What follows belongs to an exercise in optimizing a design on an open flow for small area, a short achievable clock period and few clock cycles; a production flow would make more cautious choices.
Only simulation tests tie the RTL to the original design; equivalence was not proved.
No activity file was given, so power comes from the tool's default toggle rates.

[flow/constraint.sdc]
create_clock -name core_clock -period 10.0 [get_ports {clk}]
set_input_delay 2.0000 -clock core_clock [delete_from_list [all_inputs] [get_ports {clk}]]
set_output_delay 2.0000 -clock core_clock [all_outputs]
set_load 0.01 [all_outputs]
[flow/standard.sh]
#!/bin/bash
# synth_recipe.tcl (not shown) runs the flow's synth.tcl, then flattens the netlist and writes it again
# the make line also repeats each setting of config.mk as NAME=value (left out here)
make -C /OpenROAD-flow-scripts/flow DESIGN_CONFIG=/design/flow/config.mk WORK_HOME=/design/flow/orfs CLKGATE_MAP_FILE= SYNTH_SCRIPT=/design/flow/synth_recipe.tcl "${@:-finish}"
[flow/flow/run.sh]
#!/bin/bash
set -euo pipefail
export SETUP_SLACK_MARGIN=6.9
bash standard.sh > standard_make.log 2>&1
[flow/config.mk]
export PLATFORM = sky130hd
export DESIGN_NAME = aw_core
export DESIGN_NICKNAME = aw_core
export VERILOG_FILES = /design/flow/design.v
export SDC_FILE = /design/flow/constraint.sdc
export NUM_CORES = 4
export LEC_CHECK = 0
export CAP_MARGIN = 20
export CORE_MARGIN = 2
export CORE_UTILIZATION = 65
export CTS_CLUSTER_DIAMETER = 60
export CTS_CLUSTER_SIZE = 30
export PLACE_DENSITY = 0.75
export SLEW_MARGIN = 20
[flow/design.v]
module aw_qr_rows (
    input  wire [4:0]   a,
    input  wire [2:0]   qrst,
    input  wire [14:0]  fmt,
    input  wire [207:0] shv,
    output wire [20:0]  mod_row,
    output wire [20:0]  func_row
);
    reg [20:0] d_row, f_row, c_row, fn_row;
    always @(*) begin
        d_row = 21'd0; f_row = 21'd0; c_row = 21'd0; fn_row = 21'd0;
        case (a)
        5'd0: begin
            d_row = {1'b0, 1'b0, 1'b0, 1'b0, 1'b0, 1'b0, 1'b0, 1'b0, ~shv[73], shv[72], ~shv[71], shv[70], 1'b0, 1'b0, 1'b0, 1'b0, 1'b0, 1'b0, 1'b0, 1'b0, 1'b0};
            f_row = {1'b0, 1'b0, 1'b0, 1'b0, 1'b0, 1'b0, 1'b0, 1'b0, 1'b0, 1'b0, 1'b0, 1'b0, fmt[0], 1'b0, 1'b0, 1'b0, 1'b0, 1'b0, 1'b0, 1'b0, 1'b0};
            c_row = 21'h1FC07F; fn_row = 21'h1FE1FF;
        end
        5'd1: begin
            d_row = {1'b0, 1'b0, 1'b0, 1'b0, 1'b0, 1'b0, 1'b0, 1'b0, shv[75], ~shv[74], shv[69], ~shv[68], 1'b0, 1'b0, 1'b0, 1'b0, 1'b0, 1'b0, 1'b0, 1'b0, 1'b0};
            f_row = {1'b0, 1'b0, 1'b0, 1'b0, 1'b0, 1'b0, 1'b0, 1'b0, 1'b0, 1'b0, 1'b0, 1'b0, fmt[1], 1'b0, 1'b0, 1'b0, 1'b0, 1'b0, 1'b0, 1'b0, 1'b0};
            c_row = 21'h104041; fn_row = 21'h1FE1FF;
        end
        5'd2: begin
            d_row = {1'b0, 1'b0, 1'b0, 1'b0, 1'b0, 1'b0, 1'b0, 1'b0, ~shv[77], shv[76], ~shv[67], shv[66], 1'b0, 1'b0, 1'b0, 1'b0, 1'b0, 1'b0, 1'b0, 1'b0, 1'b0};
            f_row = {1'b0, 1'b0, 1'b0, 1'b0, 1'b0, 1'b0, 1'b0, 1'b0, 1'b0, 1'b0, 1'b0, 1'b0, fmt[2], 1'b0, 1'b0, 1'b0, 1'b0, 1'b0, 1'b0, 1'b0, 1'b0};
            c_row = 21'h17405D; fn_row = 21'h1FE1FF;
        end
        5'd3: begin
            d_row = {1'b0, 1'b0, 1'b0, 1'b0, 1'b0, 1'b0, 1'b0, 1'b0, shv[79], ~shv[78], shv[65], ~shv[64], 1'b0, 1'b0, 1'b0, 1'b0, 1'b0, 1'b0, 1'b0, 1'b0, 1'b0};
            f_row = {1'b0, 1'b0, 1'b0, 1'b0, 1'b0, 1'b0, 1'b0, 1'b0, 1'b0, 1'b0, 1'b0, 1'b0, fmt[3], 1'b0, 1'b0, 1'b0, 1'b0, 1'b0, 1'b0, 1'b0, 1'b0};
            c_row = 21'h17405D; fn_row = 21'h1FE1FF;
        end
        5'd4: begin
            d_row = {1'b0, 1'b0, 1'b0, 1'b0, 1'b0, 1'b0, 1'b0, 1'b0, ~shv[81], shv[80], ~shv[63], shv[62], 1'b0, 1'b0, 1'b0, 1'b0, 1'b0, 1'b0, 1'b0, 1'b0, 1'b0};
            f_row = {1'b0, 1'b0, 1'b0, 1'b0, 1'b0, 1'b0, 1'b0, 1'b0, 1'b0, 1'b0, 1'b0, 1'b0, fmt[4], 1'b0, 1'b0, 1'b0, 1'b0, 1'b0, 1'b0, 1'b0, 1'b0};
            c_row = 21'h17405D; fn_row = 21'h1FE1FF;
        end
        5'd5: begin
            d_row = {1'b0, 1'b0, 1'b0, 1'b0, 1'b0, 1'b0, 1'b0, 1'b0, shv[83], ~shv[82], shv[61], ~shv[60], 1'b0, 1'b0, 1'b0, 1'b0, 1'b0, 1'b0, 1'b0, 1'b0, 1'b0};
            f_row = {1'b0, 1'b0, 1'b0, 1'b0, 1'b0, 1'b0, 1'b0, 1'b0, 1'b0, 1'b0, 1'b0, 1'b0, fmt[5], 1'b0, 1'b0, 1'b0, 1'b0, 1'b0, 1'b0, 1'b0, 1'b0};
            c_row = 21'h104041; fn_row = 21'h1FE1FF;
        end
        5'd6: begin
            d_row = {1'b0, 1'b0, 1'b0, 1'b0, 1'b0, 1'b0, 1'b0, 1'b0, 1'b0, 1'b0, 1'b0, 1'b0, 1'b0, 1'b0, 1'b0, 1'b0, 1'b0, 1'b0, 1'b0, 1'b0, 1'b0};
            f_row = {1'b0, 1'b0, 1'b0, 1'b0, 1'b0, 1'b0, 1'b0, 1'b0, 1'b0, 1'b0, 1'b0, 1'b0, 1'b0, 1'b0, 1'b0, 1'b0, 1'b0, 1'b0, 1'b0, 1'b0, 1'b0};
            c_row = 21'h1FD57F; fn_row = 21'h1FFFFF;
        end
        5'd7: begin
            d_row = {1'b0, 1'b0, 1'b0, 1'b0, 1'b0, 1'b0, 1'b0, 1'b0, shv[85], ~shv[84], shv[59], ~shv[58], 1'b0, 1'b0, 1'b0, 1'b0, 1'b0, 1'b0, 1'b0, 1'b0, 1'b0};
            f_row = {1'b0, 1'b0, 1'b0, 1'b0, 1'b0, 1'b0, 1'b0, 1'b0, 1'b0, 1'b0, 1'b0, 1'b0, fmt[6], 1'b0, 1'b0, 1'b0, 1'b0, 1'b0, 1'b0, 1'b0, 1'b0};
            c_row = 21'h000000; fn_row = 21'h1FE1FF;
        end
        5'd8: begin
            d_row = {1'b0, 1'b0, 1'b0, 1'b0, 1'b0, 1'b0, 1'b0, 1'b0, ~shv[87], shv[86], ~shv[57], shv[56], 1'b0, 1'b0, 1'b0, 1'b0, 1'b0, 1'b0, 1'b0, 1'b0, 1'b0};
            f_row = {fmt[0], fmt[1], fmt[2], fmt[3], fmt[4], fmt[5], fmt[6], fmt[7], 1'b0, 1'b0, 1'b0, 1'b0, fmt[7], fmt[8], 1'b0, fmt[9], fmt[10], fmt[11], fmt[12], fmt[13], fmt[14]};
            c_row = 21'h000040; fn_row = 21'h1FE1FF;
        end
        5'd9: begin
            d_row = {shv[185], ~shv[184], shv[183], ~shv[182], shv[137], ~shv[136], shv[135], ~shv[134], shv[89], ~shv[88], shv[55], ~shv[54], shv[25], ~shv[24], 1'b0, ~shv[23], shv[22], ~shv[9], shv[8], ~shv[7], shv[6]};
            f_row = {1'b0, 1'b0, 1'b0, 1'b0, 1'b0, 1'b0, 1'b0, 1'b0, 1'b0, 1'b0, 1'b0, 1'b0, 1'b0, 1'b0, 1'b0, 1'b0, 1'b0, 1'b0, 1'b0, 1'b0, 1'b0};
            c_row = 21'h000000; fn_row = 21'h000040;
        end
        5'd10: begin
            d_row = {~shv[187], shv[186], ~shv[181], shv[180], ~shv[139], shv[138], ~shv[133], shv[132], ~shv[91], shv[90], ~shv[53], shv[52], ~shv[27], shv[26], 1'b0, shv[21], ~shv[20], shv[11], ~shv[10], shv[5], ~shv[4]};
            f_row = {1'b0, 1'b0, 1'b0, 1'b0, 1'b0, 1'b0, 1'b0, 1'b0, 1'b0, 1'b0, 1'b0, 1'b0, 1'b0, 1'b0, 1'b0, 1'b0, 1'b0, 1'b0, 1'b0, 1'b0, 1'b0};
            c_row = 21'h000040; fn_row = 21'h000040;
        end
        5'd11: begin
            d_row = {shv[189], ~shv[188], shv[179], ~shv[178], shv[141], ~shv[140], shv[131], ~shv[130], shv[93], ~shv[92], shv[51], ~shv[50], shv[29], ~shv[28], 1'b0, ~shv[19], shv[18], ~shv[13], shv[12], ~shv[3], shv[2]};
            f_row = {1'b0, 1'b0, 1'b0, 1'b0, 1'b0, 1'b0, 1'b0, 1'b0, 1'b0, 1'b0, 1'b0, 1'b0, 1'b0, 1'b0, 1'b0, 1'b0, 1'b0, 1'b0, 1'b0, 1'b0, 1'b0};
            c_row = 21'h000000; fn_row = 21'h000040;
        end
        5'd12: begin
            d_row = {~shv[191], shv[190], ~shv[177], shv[176], ~shv[143], shv[142], ~shv[129], shv[128], ~shv[95], shv[94], ~shv[49], shv[48], ~shv[31], shv[30], 1'b0, shv[17], ~shv[16], shv[15], ~shv[14], shv[1], ~shv[0]};
            f_row = {1'b0, 1'b0, 1'b0, 1'b0, 1'b0, 1'b0, 1'b0, 1'b0, 1'b0, 1'b0, 1'b0, 1'b0, 1'b0, 1'b0, 1'b0, 1'b0, 1'b0, 1'b0, 1'b0, 1'b0, 1'b0};
            c_row = 21'h000040; fn_row = 21'h000040;
        end
        5'd13: begin
            d_row = {shv[193], ~shv[192], shv[175], ~shv[174], shv[145], ~shv[144], shv[127], ~shv[126], shv[97], ~shv[96], shv[47], ~shv[46], 1'b0, 1'b0, 1'b0, 1'b0, 1'b0, 1'b0, 1'b0, 1'b0, 1'b0};
            f_row = {1'b0, 1'b0, 1'b0, 1'b0, 1'b0, 1'b0, 1'b0, 1'b0, 1'b0, 1'b0, 1'b0, 1'b0, 1'b0, 1'b0, 1'b0, 1'b0, 1'b0, 1'b0, 1'b0, 1'b0, 1'b0};
            c_row = 21'h000100; fn_row = 21'h0001FF;
        end
        5'd14: begin
            d_row = {~shv[195], shv[194], ~shv[173], shv[172], ~shv[147], shv[146], ~shv[125], shv[124], ~shv[99], shv[98], ~shv[45], shv[44], 1'b0, 1'b0, 1'b0, 1'b0, 1'b0, 1'b0, 1'b0, 1'b0, 1'b0};
            f_row = {1'b0, 1'b0, 1'b0, 1'b0, 1'b0, 1'b0, 1'b0, 1'b0, 1'b0, 1'b0, 1'b0, 1'b0, fmt[8], 1'b0, 1'b0, 1'b0, 1'b0, 1'b0, 1'b0, 1'b0, 1'b0};
            c_row = 21'h00007F; fn_row = 21'h0001FF;
        end
        5'd15: begin
            d_row = {shv[197], ~shv[196], shv[171], ~shv[170], shv[149], ~shv[148], shv[123], ~shv[122], shv[101], ~shv[100], shv[43], ~shv[42], 1'b0, 1'b0, 1'b0, 1'b0, 1'b0, 1'b0, 1'b0, 1'b0, 1'b0};
            f_row = {1'b0, 1'b0, 1'b0, 1'b0, 1'b0, 1'b0, 1'b0, 1'b0, 1'b0, 1'b0, 1'b0, 1'b0, fmt[9], 1'b0, 1'b0, 1'b0, 1'b0, 1'b0, 1'b0, 1'b0, 1'b0};
            c_row = 21'h000041; fn_row = 21'h0001FF;
        end
        5'd16: begin
            d_row = {~shv[199], shv[198], ~shv[169], shv[168], ~shv[151], shv[150], ~shv[121], shv[120], ~shv[103], shv[102], ~shv[41], shv[40], 1'b0, 1'b0, 1'b0, 1'b0, 1'b0, 1'b0, 1'b0, 1'b0, 1'b0};
            f_row = {1'b0, 1'b0, 1'b0, 1'b0, 1'b0, 1'b0, 1'b0, 1'b0, 1'b0, 1'b0, 1'b0, 1'b0, fmt[10], 1'b0, 1'b0, 1'b0, 1'b0, 1'b0, 1'b0, 1'b0, 1'b0};
            c_row = 21'h00005D; fn_row = 21'h0001FF;
        end
        5'd17: begin
            d_row = {shv[201], ~shv[200], shv[167], ~shv[166], shv[153], ~shv[152], shv[119], ~shv[118], shv[105], ~shv[104], shv[39], ~shv[38], 1'b0, 1'b0, 1'b0, 1'b0, 1'b0, 1'b0, 1'b0, 1'b0, 1'b0};
            f_row = {1'b0, 1'b0, 1'b0, 1'b0, 1'b0, 1'b0, 1'b0, 1'b0, 1'b0, 1'b0, 1'b0, 1'b0, fmt[11], 1'b0, 1'b0, 1'b0, 1'b0, 1'b0, 1'b0, 1'b0, 1'b0};
            c_row = 21'h00005D; fn_row = 21'h0001FF;
        end
        5'd18: begin
            d_row = {~shv[203], shv[202], ~shv[165], shv[164], ~shv[155], shv[154], ~shv[117], shv[116], ~shv[107], shv[106], ~shv[37], shv[36], 1'b0, 1'b0, 1'b0, 1'b0, 1'b0, 1'b0, 1'b0, 1'b0, 1'b0};
            f_row = {1'b0, 1'b0, 1'b0, 1'b0, 1'b0, 1'b0, 1'b0, 1'b0, 1'b0, 1'b0, 1'b0, 1'b0, fmt[12], 1'b0, 1'b0, 1'b0, 1'b0, 1'b0, 1'b0, 1'b0, 1'b0};
            c_row = 21'h00005D; fn_row = 21'h0001FF;
        end
        5'd19: begin
            d_row = {shv[205], ~shv[204], shv[163], ~shv[162], shv[157], ~shv[156], shv[115], ~shv[114], shv[109], ~shv[108], shv[35], ~shv[34], 1'b0, 1'b0, 1'b0, 1'b0, 1'b0, 1'b0, 1'b0, 1'b0, 1'b0};
            f_row = {1'b0, 1'b0, 1'b0, 1'b0, 1'b0, 1'b0, 1'b0, 1'b0, 1'b0, 1'b0, 1'b0, 1'b0, fmt[13], 1'b0, 1'b0, 1'b0, 1'b0, 1'b0, 1'b0, 1'b0, 1'b0};
            c_row = 21'h000041; fn_row = 21'h0001FF;
        end
        5'd20: begin
            d_row = {~shv[207], shv[206], ~shv[161], shv[160], ~shv[159], shv[158], ~shv[113], shv[112], ~shv[111], shv[110], ~shv[33], shv[32], 1'b0, 1'b0, 1'b0, 1'b0, 1'b0, 1'b0, 1'b0, 1'b0, 1'b0};
            f_row = {1'b0, 1'b0, 1'b0, 1'b0, 1'b0, 1'b0, 1'b0, 1'b0, 1'b0, 1'b0, 1'b0, 1'b0, fmt[14], 1'b0, 1'b0, 1'b0, 1'b0, 1'b0, 1'b0, 1'b0, 1'b0};
            c_row = 21'h00007F; fn_row = 21'h0001FF;
        end
        default: ;
        endcase
    end
    assign mod_row  = (d_row & {21{qrst[1]}}) | (f_row & {21{qrst[2]}}) | (c_row & {21{qrst[0]}});
    assign func_row = fn_row & {21{qrst[0]}};
endmodule
module aw_gf_mul (
    input  wire [7:0] a,
    input  wire [7:0] b,
    output reg  [7:0] p
);
    reg [14:0] r;
    integer k;
    always @(*) begin
        r = 15'd0;
        for (k = 0; k < 8; k = k + 1)
            if (b[k]) r = r ^ ({7'd0, a} << k);
        for (k = 14; k >= 8; k = k - 1)
            if (r[k]) r = r ^ (15'h11D << (k - 8));
        p = r[7:0];
    end
endmodule
module aw_core (
    input  wire        clk,
    input  wire        rst,
    input  wire        cmd_valid,
    output wire        cmd_ready,
    input  wire [31:0] cmd,
    output reg         rsp_valid,
    output reg  [31:0] rsp
);
    localparam [7:0] OP_NOP     = 8'h00;
    localparam [7:0] OP_BUF_WR  = 8'h01;
    localparam [7:0] OP_BUF_RD  = 8'h02;
    localparam [7:0] OP_CSR_RD  = 8'h03;
    localparam [7:0] OP_GF_EXP  = 8'h30;
    localparam [7:0] OP_GF_LOG  = 8'h31;
    localparam [7:0] OP_GF_MUL  = 8'h32;
    localparam [7:0] OP_RS_GEN  = 8'h40;
    localparam [7:0] OP_RS_ENC  = 8'h41;
    localparam [7:0] OP_RS_SYN  = 8'h42;
    localparam [7:0] OP_FMT_ENC = 8'h50;
    localparam [7:0] OP_QR_INIT = 8'h60;
    localparam [7:0] OP_QR_DATA = 8'h61;
    localparam [7:0] OP_QR_FMT  = 8'h62;
    localparam [7:0] OP_QR_GET  = 8'h63;
    localparam [7:0] OP_QR_ROW  = 8'h64;
    localparam [23:0] CORE_ID = 24'h415701;
    localparam F_WR   = 0;    
    localparam F_RD   = 1;    
    localparam F_CSR  = 2;    
    localparam F_EXP  = 3;    
    localparam F_LOG  = 4;    
    localparam F_MUL  = 5;    
    localparam F_GEN  = 6;    
    localparam F_ENC  = 7;    
    localparam F_SYN  = 8;    
    localparam F_FENC = 9;    
    localparam F_INIT = 10;   
    localparam F_DATA = 11;   
    localparam F_FMT  = 12;   
    localparam F_GET  = 13;   
    localparam F_ROW  = 14;   
    localparam F_LEG  = 15;   
    localparam F_DOM  = 16;   
    localparam F_NOP  = 17;   
    localparam ND     = 18;
    localparam NF     = 18;
    function [7:0] gen_coef;
        input [2:0] j;
        case (j)
            3'd0: gen_coef = 8'h75;
            3'd1: gen_coef = 8'h44;
            3'd2: gen_coef = 8'h0B;
            3'd3: gen_coef = 8'hA4;
            3'd4: gen_coef = 8'h9A;
            3'd5: gen_coef = 8'h7A;
            3'd6: gen_coef = 8'h7F;
            default: gen_coef = 8'h01;
        endcase
    endfunction
    function [7:0] gf_cmul;
        input [7:0] a;
        input [7:0] b;
        reg [14:0] r;
        integer k;
        begin
            r = 15'd0;
            for (k = 0; k < 8; k = k + 1)
                if (b[k]) r = r ^ ({7'd0, a} << k);
            for (k = 14; k >= 8; k = k - 1)
                if (r[k]) r = r ^ (15'h11D << (k - 8));
            gf_cmul = r[7:0];
        end
    endfunction
    function [7:0] xtime;
        input [7:0] v;
        xtime = {v[6:0], 1'b0} ^ (v[7] ? 8'h1D : 8'h00);
    endfunction
    function [14:0] bch_format;
        input [4:0] d;
        reg [14:0] v;
        integer k;
        begin
            v = {d, 10'd0};
            for (k = 14; k >= 10; k = k - 1)
                if (v[k]) v = v ^ (15'h537 << (k - 10));
            bch_format = {d, v[9:0]} ^ 15'h5412;
        end
    endfunction
    localparam NP = 21;
    function [NP-1:0] predecode;
        input [31:0] c;
        reg [7:0] o;
        begin
            o = c[31:24];
            predecode = {o == OP_BUF_WR && c[7:0] == 8'd0 && c[23:16] <= 8'h19,
                         c[23:16] == 8'd0, !c[15], c[14:8] == 7'd0, c[7:0] == 8'd0,
                         o == OP_QR_ROW,  o == OP_QR_GET,  o == OP_QR_FMT,  o == OP_QR_DATA,
                         o == OP_QR_INIT, o == OP_FMT_ENC, o == OP_RS_SYN,  o == OP_RS_ENC,
                         o == OP_RS_GEN,  o == OP_GF_MUL,  o == OP_GF_LOG,  o == OP_GF_EXP,
                         o == OP_CSR_RD,  o == OP_BUF_RD,  o == OP_BUF_WR,  o == OP_NOP};
        end
    endfunction
    function [ND-1:0] decode;
        input [NP-1:0] p;
        input [7:0]    a;
        input [7:0]    b;
        reg z8, z16, z24, zi, fz, fa_, fab, fi;
        begin
            z8  = p[16];
            z16 = p[16] && p[17] && p[18];
            z24 = z16 && p[19];
            zi  = p[18] && p[19];
            fz  = (p[0] || p[8] || p[11] || p[12]) && z24;
            fa_ = (p[2] || p[3] || p[4] || p[5] || p[7] || p[9] || p[10]) && z16;
            fab = (p[1] || p[6] || p[14] || p[15]) && z8;
            fi  = p[13] && zi;
            decode = {ND{1'b0}};
            decode[F_LEG]  = fz || fa_ || fab || fi;
            decode[F_NOP]  = p[0] && z24;
            decode[F_WR]   = p[20];
            decode[F_RD]   = p[2] && z16 && a <= 8'h19;
            decode[F_CSR]  = p[3] && z16 && a <= 8'd1;
            decode[F_EXP]  = p[4] && z16;
            decode[F_LOG]  = p[5] && z16 && a != 8'd0;
            decode[F_DOM]  = p[5] && z16 && a == 8'd0;
            decode[F_MUL]  = p[6] && z8;
            decode[F_GEN]  = p[7] && z16 && a <= 8'd7;
            decode[F_ENC]  = p[8] && z24;
            decode[F_SYN]  = p[9] && z16 && a <= 8'd6;
            decode[F_FENC] = p[10] && z16 && a <= 8'd31;
            decode[F_INIT] = p[11] && z24;
            decode[F_DATA] = p[12] && z24;
            decode[F_FMT]  = p[13] && zi;
            decode[F_GET]  = p[14] && z8 && a <= 8'd20 && b <= 8'd20;
            decode[F_ROW]  = p[15] && z8 && a <= 8'd20 && b <= 8'd1;
        end
    endfunction
    reg  [7:0]  cw [0:25];    
    reg  [7:0]  sh [0:25];    
    reg  [14:0] fmt;          
    reg  [2:0]  qrst;
    reg         clean;        
    reg         rdy;          
    reg         rdy_o;        
    reg         v_q;          
    reg  [NP-1:0] p_q;        
    reg           inv_q;      
    reg           fwd_q;      
    reg  [23:0] c_q;          
    reg  [4:0]  rd_q;         
    reg  [7:0]  rb_q;         
    reg         ph;           
    reg  [4:0]  ep;           
    reg  [7:0]  rem [0:6];    
    reg         rz;           
    reg         sl_busy;      
    reg  [7:0]  sl_acc;
    reg  [7:0]  sl_cnt;
    reg  [2:0]  sl_k;         
    assign cmd_ready = rdy_o;
    wire [7:0]  fa    = c_q[23:16];
    wire [7:0]  fb    = c_q[15:8];
    wire [14:0] imm15 = c_q[14:0];
    wire [NF-1:0] f_q = decode(p_q, c_q[23:16], c_q[15:8]);
    wire [NF-1:0] e = f_q;
    wire seq_data = !qrst[0] || qrst[1];
    wire seq_fmt  = !qrst[0] || qrst[2];
    wire do_wr    = e[F_WR];
    wire do_data  = e[F_DATA] && !seq_data;
    wire do_fmt   = e[F_FMT] && !seq_fmt;
    wire syn_slow = v_q && e[F_SYN] && !clean;
    wire slow     = (v_q && (e[F_EXP] || e[F_LOG] || e[F_GET] || e[F_RD])) || syn_slow;
    wire [7:0] cw_rd = (rd_q <= 5'd25) ? cw[rd_q] : 8'd0;
    wire       eng_done = (ep == 5'd19);
    wire       inv      = inv_q;
    wire [4:0] ep_s     = inv ? 5'd0 : ep;
    wire       fwd      = fwd_q;
    wire       rem_z    = inv || rz;
    wire       eng_step = inv ? fwd : (!eng_done && (fwd || ph));
    wire [7:0] eng_byte = fwd ? fb : rb_q;
    wire       ph_n     = !inv && !eng_step && !eng_done && (rd_q == ep);
    wire [7:0] rem_s [0:6];
    wire [7:0] rem_n [0:6];
    wire [7:0] rs_fb = eng_byte ^ rem_s[0];
    genvar g;
    generate
        for (g = 0; g < 7; g = g + 1) begin : g_rs
            assign rem_s[g] = rem_z ? 8'd0 : rem[g];
            if (g < 6) begin : g_mid
                assign rem_n[g] = rem_s[g + 1] ^ gf_cmul(gen_coef(3'd6 - g), rs_fb);
            end else begin : g_last
                assign rem_n[g] = gf_cmul(gen_coef(3'd0), rs_fb);
            end
        end
    endgenerate
    wire [4:0] ep_n = eng_step ? ep_s + 5'd1 : ep_s;
    wire [7:0] exp_tgt = (fa == 8'd255) ? 8'd0 : fa;
    wire [2:0] syn_t   = (fa[2:0] == 3'd0) ? 3'd1 : fa[2:0];
    wire       syn_mul = (sl_k != syn_t);
    reg        sl_done;
    always @(*) begin
        if (f_q[F_SYN])      sl_done = !syn_mul && (sl_cnt[4:0] == 5'd25);
        else if (f_q[F_EXP]) sl_done = (sl_cnt == exp_tgt);
        else if (f_q[F_LOG]) sl_done = (sl_acc == fa);
        else                 sl_done = 1'b1;       
    end
    wire stall    = (e[F_ENC] && !eng_done) || (slow && !(sl_busy && sl_done));
    wire complete = v_q && !stall;
    wire [7:0] cnt_n = !sl_busy ? 8'd0 : ((f_q[F_SYN] && syn_mul) ? sl_cnt : sl_cnt + 8'd1);
    wire [207:0] shv;
    generate
        for (g = 0; g < 26; g = g + 1) begin : g_sh
            assign shv[207 - 8 * g -: 8] = sh[g];
        end
    endgenerate
    wire [20:0] mod_row, func_row;
    aw_qr_rows u_rows (.a(fa[4:0]), .qrst(qrst), .fmt(fmt), .shv(shv),
                       .mod_row(mod_row), .func_row(func_row));
    wire [20:0] rsp_row = rsp[20:0];
    wire        get_mod = rsp_row[fb[4:0]];
    wire        get_fn  = func_row[fb[4:0]];
    wire [7:0] prod;
    aw_gf_mul u_mul (.a(fa), .b(fb), .p(prod));
    wire seq_err = (e[F_DATA] && seq_data) || (e[F_FMT] && seq_fmt);
    wire ran  = |{e[F_WR], e[F_RD], e[F_CSR], e[F_EXP], e[F_LOG], e[F_MUL], e[F_GEN],
                  e[F_ENC], e[F_SYN], e[F_FENC], e[F_INIT], e[F_DATA], e[F_FMT],
                  e[F_GET], e[F_ROW], e[F_DOM], e[F_NOP]};
    wire r_ill = !e[F_LEG];
    wire r_rng = e[F_LEG] && !ran;
    wire [7:0] r_st = {3'd0, r_ill | r_rng | seq_err, 2'd0, e[F_DOM] | seq_err, r_rng};
    wire row_mod = (e[F_ROW] && !fb[0]) || (e[F_GET] && !sl_busy);
    wire [23:0] r_val =
          ({24{e[F_RD]}}              & {16'd0, rb_q})
        | ({24{e[F_CSR] && !fa[0]}}   & CORE_ID)
        | ({24{e[F_CSR] && fa[0]}}    & {21'd0, qrst})
        | ({24{e[F_EXP]}}             & {16'd0, sl_acc})
        | ({24{e[F_LOG]}}             & {16'd0, sl_cnt})
        | ({24{e[F_MUL]}}             & {16'd0, prod})
        | ({24{e[F_GEN]}}             & {16'd0, gen_coef(fa[2:0])})
        | ({24{syn_slow}}             & {16'd0, sl_acc ^ rb_q})
        | ({24{e[F_FENC]}}            & {9'd0, bch_format(fa[4:0])})
        | ({24{e[F_GET] && sl_busy}}  & {22'd0, get_fn, get_mod})
        | ({24{row_mod}}              & {3'd0, mod_row})
        | ({24{e[F_ROW] && fb[0]}}    & {3'd0, func_row});
    wire accept     = cmd_valid && rdy;
    wire clean_n    = (e[F_ENC] && eng_done) ? 1'b1 : (do_wr ? 1'b0 : clean);
    wire eng_done_n = (ep_n == 5'd19);
    wire [7:0] op_in = cmd[31:24];
    wire in_stall = ((op_in == OP_RS_ENC) && !eng_done_n) || (op_in == OP_GF_EXP) ||
                    (op_in == OP_GF_LOG) || (op_in == OP_QR_GET) || (op_in == OP_BUF_RD) ||
                    ((op_in == OP_RS_SYN) && !clean_n);
    wire rdy_n = accept ? !in_stall : (!v_q || complete || (e[F_ENC] && eng_done_n));
    wire [NP-1:0] pd_in = predecode(cmd);
    wire       in_wr   = cmd_valid && !rst && pd_in[20];
    wire [4:0] in_a    = cmd[20:16];
    wire [4:0] ep_p1   = ep + 5'd1;
    wire       a_eq    = inv ? (eng_step ? in_a == 5'd1 : in_a == 5'd0)
                             : (eng_step ? in_a == ep_p1 : in_a == ep);
    wire       a_lt    = inv ? (eng_step && in_a == 5'd0)
                             : (eng_step ? in_a < ep_p1 : in_a < ep);
    wire [4:0] rd_n = (accept && op_in == OP_BUF_RD) ? cmd[20:16] :
                      (!accept && syn_slow && !complete) ? cnt_n[4:0] : ep_n;
    integer i;
    always @(posedge clk) begin
        if (rst) begin
            rdy       <= 1'b1;
            v_q       <= 1'b0;
            rsp_valid <= 1'b0;
            qrst      <= 3'd0;
            clean     <= 1'b1;
            ep        <= 5'd0;
            rz        <= 1'b1;
            ph        <= 1'b0;
            sl_busy   <= 1'b0;
        end else begin
            rdy       <= rdy_n;
            v_q       <= accept || (v_q && !complete);
            rsp_valid <= complete;
            clean     <= clean_n;
            ep        <= ep_n;
            rz        <= rem_z && !eng_step;
            ph        <= ph_n;
            if (e[F_INIT]) qrst <= 3'b001;
            if (do_data)   qrst[1] <= 1'b1;
            if (do_fmt)    qrst[2] <= 1'b1;
            sl_busy   <= slow && !(sl_busy && sl_done);
        end
    end
    always @(posedge clk) begin
        if (rst || rdy)
        begin
            p_q <= pd_in & {NP{cmd_valid && !rst}};
            inv_q <= in_wr && a_lt;
            fwd_q <= in_wr && (a_lt ? (in_a == 5'd0) : a_eq);
        end
        if (rdy) c_q <= cmd[23:0];
        rsp <= {r_st, r_val};
        rb_q <= cw_rd;
        rdy_o <= rst || rdy_n;
        rd_q <= rd_n;
        if (eng_step)
            for (i = 0; i < 7; i = i + 1) rem[i] <= rem_n[i];
        if (do_fmt) fmt <= imm15;
        if (do_data)
            for (i = 0; i < 26; i = i + 1) sh[i] <= cw[i];
        if (slow) begin
            sl_cnt <= cnt_n;
            if (!sl_busy) begin
                sl_acc <= f_q[F_SYN] ? 8'd0 : 8'd1;
                sl_k   <= 3'd0;
            end else if (f_q[F_SYN]) begin
                if (syn_mul) begin
                    if (sl_k < fa[2:0]) sl_acc <= xtime(sl_acc);
                    sl_k   <= sl_k + 3'd1;
                end else begin
                    sl_acc <= sl_acc ^ rb_q;
                    sl_k   <= 3'd0;
                end
            end else begin
                sl_acc <= xtime(sl_acc);
            end
        end
    end
    wire       enc_wr = v_q && e[F_ENC] && eng_done;
    wire [7:0] wr_d   = rst ? 8'd0 : fb;
    generate
        for (g = 0; g < 26; g = g + 1) begin : g_cw
            wire we = rst || (do_wr && fa[4:0] == g);
            if (g < 19) begin : g_data
                always @(posedge clk)
                    if (we) cw[g] <= wr_d;
            end else begin : g_par
                always @(posedge clk)
                    if (we || enc_wr) cw[g] <= (enc_wr && !rst) ? rem[g - 19] : wr_d;
            end
        end
    endgenerate
endmodule
==> run notes <==
==> power by group <==
part           leakage, uW  switching (uW)  internal [uW]
clock network     0.000627             926            804
logic              0.00474            1750           1350
registers          0.00577             276           3290
total               0.0111            2950           5450
==> repair_timing <==
item                                    CTS  global route
cloned                                    3             3
pin swaps                                14            24
endpoints found under the setup margin  260           260
buffers inserted                         36            30
gates resized for setup                 195            99
==> per-stage QoR <==
step / total power [uW] / instances / instance area (um2) / setup WS [ns] / utilization [%]
final: 8410 / 2945 / 31900 / 6.75 / 74.6
after detailed placement: 6200 / 2806 / 29500 / 5.75 / 68.9
after floorplan: 5480 / 2260 / 28300 / 3.59 / -
after global placement: 6150 / 2805 / 29500 / 5.74 / 68.8
after global routing: 8600 / 2944 / 31900 / 6.77 / 74.6
after CTS: 8080 / 2910 / 31300 / 6.72 / 73.2
==> routing by layer <==
layer  GRT usage [%]  vias up  wire (um)
li1                -     8639          -
met1            57.7    10200      33900
met2            63.2     1960      42300
met3            13.6      366      15000
met4            21.8        4       5970
met5               0        -         29
==> worst max-delay path, stage by stage (launching register included) <==
cell and delay [ns]:
sky130_fd_sc_hd__edfxtp_1 0.47, sky130_fd_sc_hd__buf_12 0.21, sky130_fd_sc_hd__nor2b_2 0.26, sky130_fd_sc_hd__nand3_1 0.50
sky130_fd_sc_hd__o22ai_1 0.21, sky130_fd_sc_hd__a221oi_1 0.25, sky130_fd_sc_hd__o2111ai_1 0.22, sky130_fd_sc_hd__nor4_2 0.69
sky130_fd_sc_hd__o221ai_1 0.27
==> layout make-up <==
type                       instances  share of cell area (%)
sequential                       607                    55.5
multi-input combinational       1512                    32.6
timing repair buffer             182                    5.27
clock buffer                      41                    3.01
tap                              546                    2.14
clock inverter                    24                    1.06
inverter                          32                   0.392
antenna                            1                 0.00784
==> synthesized netlist by cell type (all sizes together) (7+ instances only) <==
cell type and count:
nand2b 17, nor2 166, inv 32, clkbuf 81, ha 18, o21ai 86
a211oi 10, o22ai 30, o31ai 8, and3 10, nor3b 8, edfxtp 553
dfxtp 54, a221oi 55, and2 9, nand3 47, o2111ai 9, nand2 352
a22o 25, nor2b 16, xnor2 154, o221ai 10, o211ai 16, or3 9
nand4 34, nor4 13, or2 7, xor2 94, buf 30, mux2i 11
a21oi 52, a22oi 70, nand3b 10, nor3 45, a21o 27
==> path summary, 6_finish.rpt <==
path,start,to,slack [ns],depth (start not counted)
hold / removal,c_q[1]$_DFFE_PP_,fmt[1]$_DFFE_PP_,0.42,0
setup / recovery,c_q[17]$_DFFE_PP_,rsp[12]$_DFF_P_,6.75,8
setup reg to reg,c_q[17]$_DFFE_PP_,rsp[12]$_DFF_P_,6.75,8
hold reg to reg,c_q[1]$_DFFE_PP_,fmt[1]$_DFFE_PP_,0.42,0
==> state kept, by name, summed over array words and instances, names as in the netlist, 3 cells and up <==
register / flops
c_q: 24
rd_q: 5
cw: 208
sl_cnt: 8
sh: 208
fmt: 15
p_q: 21
rsp: 25
sl_k: 3
rem: 56
sl_acc: 8
qrst: 3
ep: 5
rb_q: 8
==> kinds of logic (layout without fill, tap and decap cells) <==
family	count (synthesis)	after routing
buffers and inverters	143	279
adder cells (fa/ha/maj)	19	19
AO/OA/AOI/OAI	453	453
AND/OR/NAND/NOR	758	760
flip-flops	607	607
XOR/XNOR	250	250
multiplexers	23	23
other	1	8
==> impl_metrics.env <==
export IMPL_synth_top_area_share_pct=59.3
export IMPL_grt_antenna_before_repair=3
export IMPL_critical_path_arrival_ns=3.70
export IMPL_grt_overflow=0
export IMPL_port_buffers=61
export IMPL_detail_route_wirelength_mm=97.2
export IMPL_post_drt_via_cell_ratio=7.17
export IMPL_final_net_count=2425
export IMPL_first_iter_violations=3711
export IMPL_wl_per_cell_um=33.0
export IMPL_leakage_uw=0.0111
export IMPL_irDropWorstVdd_mv=0.609
export IMPL_minimum_clock_period_after_layout_ns=3.25
export IMPL_max_cap_viols=0
export IMPL_numCtsBuffers=36
export IMPL_slew_limit_headroom_pct=21.3
export IMPL_most_area_hungry_cell_type_in_the_yosys_netlist="sky130_fd_sc_hd__edfxtp_1"
export IMPL_synth_compound_area_share_pct=11.4
export IMPL_crit_fanout=21
export IMPL_post_route_cells_drive_above_1_share_pct=16.4
export IMPL_vias=21100
export IMPL_initial_utilization_pct=65.5
export IMPL_synthesis_area_um2=28000
export IMPL_max_clock_freq_ghz=0.308
export IMPL_fillCellCount=2764
export IMPL_timing_hold_ws_ns=0.424
export IMPL_area_taken_by_multi_input_logic_gates_um2=10400
export IMPL_yosysWarningCount=6
export IMPL_slew_worst_pin_ns=1.18
export IMPL_cts_htree_levels=2
export IMPL_route_antenna_remaining_nets=0
export IMPL_hpwlAfterDp_mm=66.5
export IMPL_grt_pass1_wl_mm=135
export IMPL_hold_viol_final=0
export IMPL_design_die_area_um2=44800
export IMPL_main_combinational_cell_family_by_area_after_synthesis="simple AND/OR/NAND/NOR gates"
export IMPL_final_seq_area_um2=17700
export IMPL_unrepaired_setup_endpoints_after_global_routing="yes"
export IMPL_firstDrtPassIters=9
export IMPL_area_delta_synth_final_pct=13.9
export IMPL_first_global_vias=19600
export IMPL_yosys_most_used_dff="sky130_fd_sc_hd__edfxtp_1"
export IMPL_synth_seq_cells=607
export IMPL_setup_viol_count_final=0
export IMPL_fp_coreArea_um2=42800
export IMPL_yosys_area_share_simple_pct=12.2
export IMPL_setup_tns_final_ns=0
export IMPL_syn_avg_cell_area_um2=12.4
export IMPL_final_wtd_congestion=1.02
export IMPL_synth_top_cells_by_area="sky130_fd_sc_hd__edfxtp_1, sky130_fd_sc_hd__nand2_1, sky130_fd_sc_hd__xnor2_1"
export IMPL_leading_cell_type_in_the_layout_fill_and_taps_excluded="sky130_fd_sc_hd__edfxtp_1"
export IMPL_clockRootBuffer="sky130_fd_sc_hd__clkbuf_16"
export IMPL_synth_distinct_cells=83
export IMPL_critical_path_required_ns=10.45
export IMPL_grt_usage_pct=42.9
export IMPL_dieHeight_um=212
export IMPL_synth_edff_count=553
export IMPL_clk_path_buf_depth=3
export IMPL_cts_clk_slew_worst_paths_ns=0.10
export IMPL_min_path_type="flop to flop"
export IMPL_tritoncts="yes"
export IMPL_route_detailed_drc=0
export IMPL_post_synth_fa_ha_maj_area_fraction_pct=0.875
export IMPL_timing_worst_setup_path_type="flop to flop"
export IMPL_power_density_nw_per_um2=263
export IMPL_final_period_utilization_pct=32.5
export IMPL_status="no timing/DRC/antenna violations"
export IMPL_post_synth_xor_area_fraction_pct=8.97
export IMPL_clk_latency_worst_skew_pair_ns=0.61
export IMPL_final_max_slew_violation_count=0
export IMPL_grt_start_max_net_pins=203
export IMPL_skew_ns=0.0454
export IMPL_yosys_mux_area_fraction_pct=1.30
export IMPL_placementRows=76
export IMPL_cts_sink_count=607
export IMPL_worst_setup_path_end_kind="flop"
export IMPL_synth_seq_area_share_pct=63.1
export IMPL_synthArstFlopShare_pct=0
export IMPL_die_width_um=212
export IMPL_ioPinCount=69
export IMPL_most_common_layout_cells="sky130_fd_sc_hd__edfxtp_1, sky130_fd_sc_hd__nand2_1, sky130_fd_sc_hd__nor2_1"
export IMPL_cp_start_kind="flop"
export IMPL_cts_hold_repair_buffers=0
export IMPL_postSynthCellCount=2254
Testbench counts, summed over its fixed seeds: cycles 2,320.

-- port drivers added, routing unchanged --
The results above use ideal ports. As a check the final layout listed here was re-extracted and re-timed, cells and wires unchanged.
Step 1 assumes that a clkbuf_16 drives the clock port and a buf_2 every other input.
Step 2, shift: input delay + t, output delay - t, t = (earliest + latest rising clock arrival at the registers) / 2. This alone moves slack from input paths to output paths.
Slacks: no drivers / after step 1 / after step 2; pairs: no drivers / after step 1.
t (ns): 0.649
setup slack, ns: 6.748 / 6.748 / 6.209
worst setup path at the end: input to register
latest minus earliest clock arrival (ns): 0.046 / 0.047
After both steps this run still meets setup and hold. For this run, drivers alone change the setup slack by 0.000 ns; drivers and shift together by -0.539 ns.
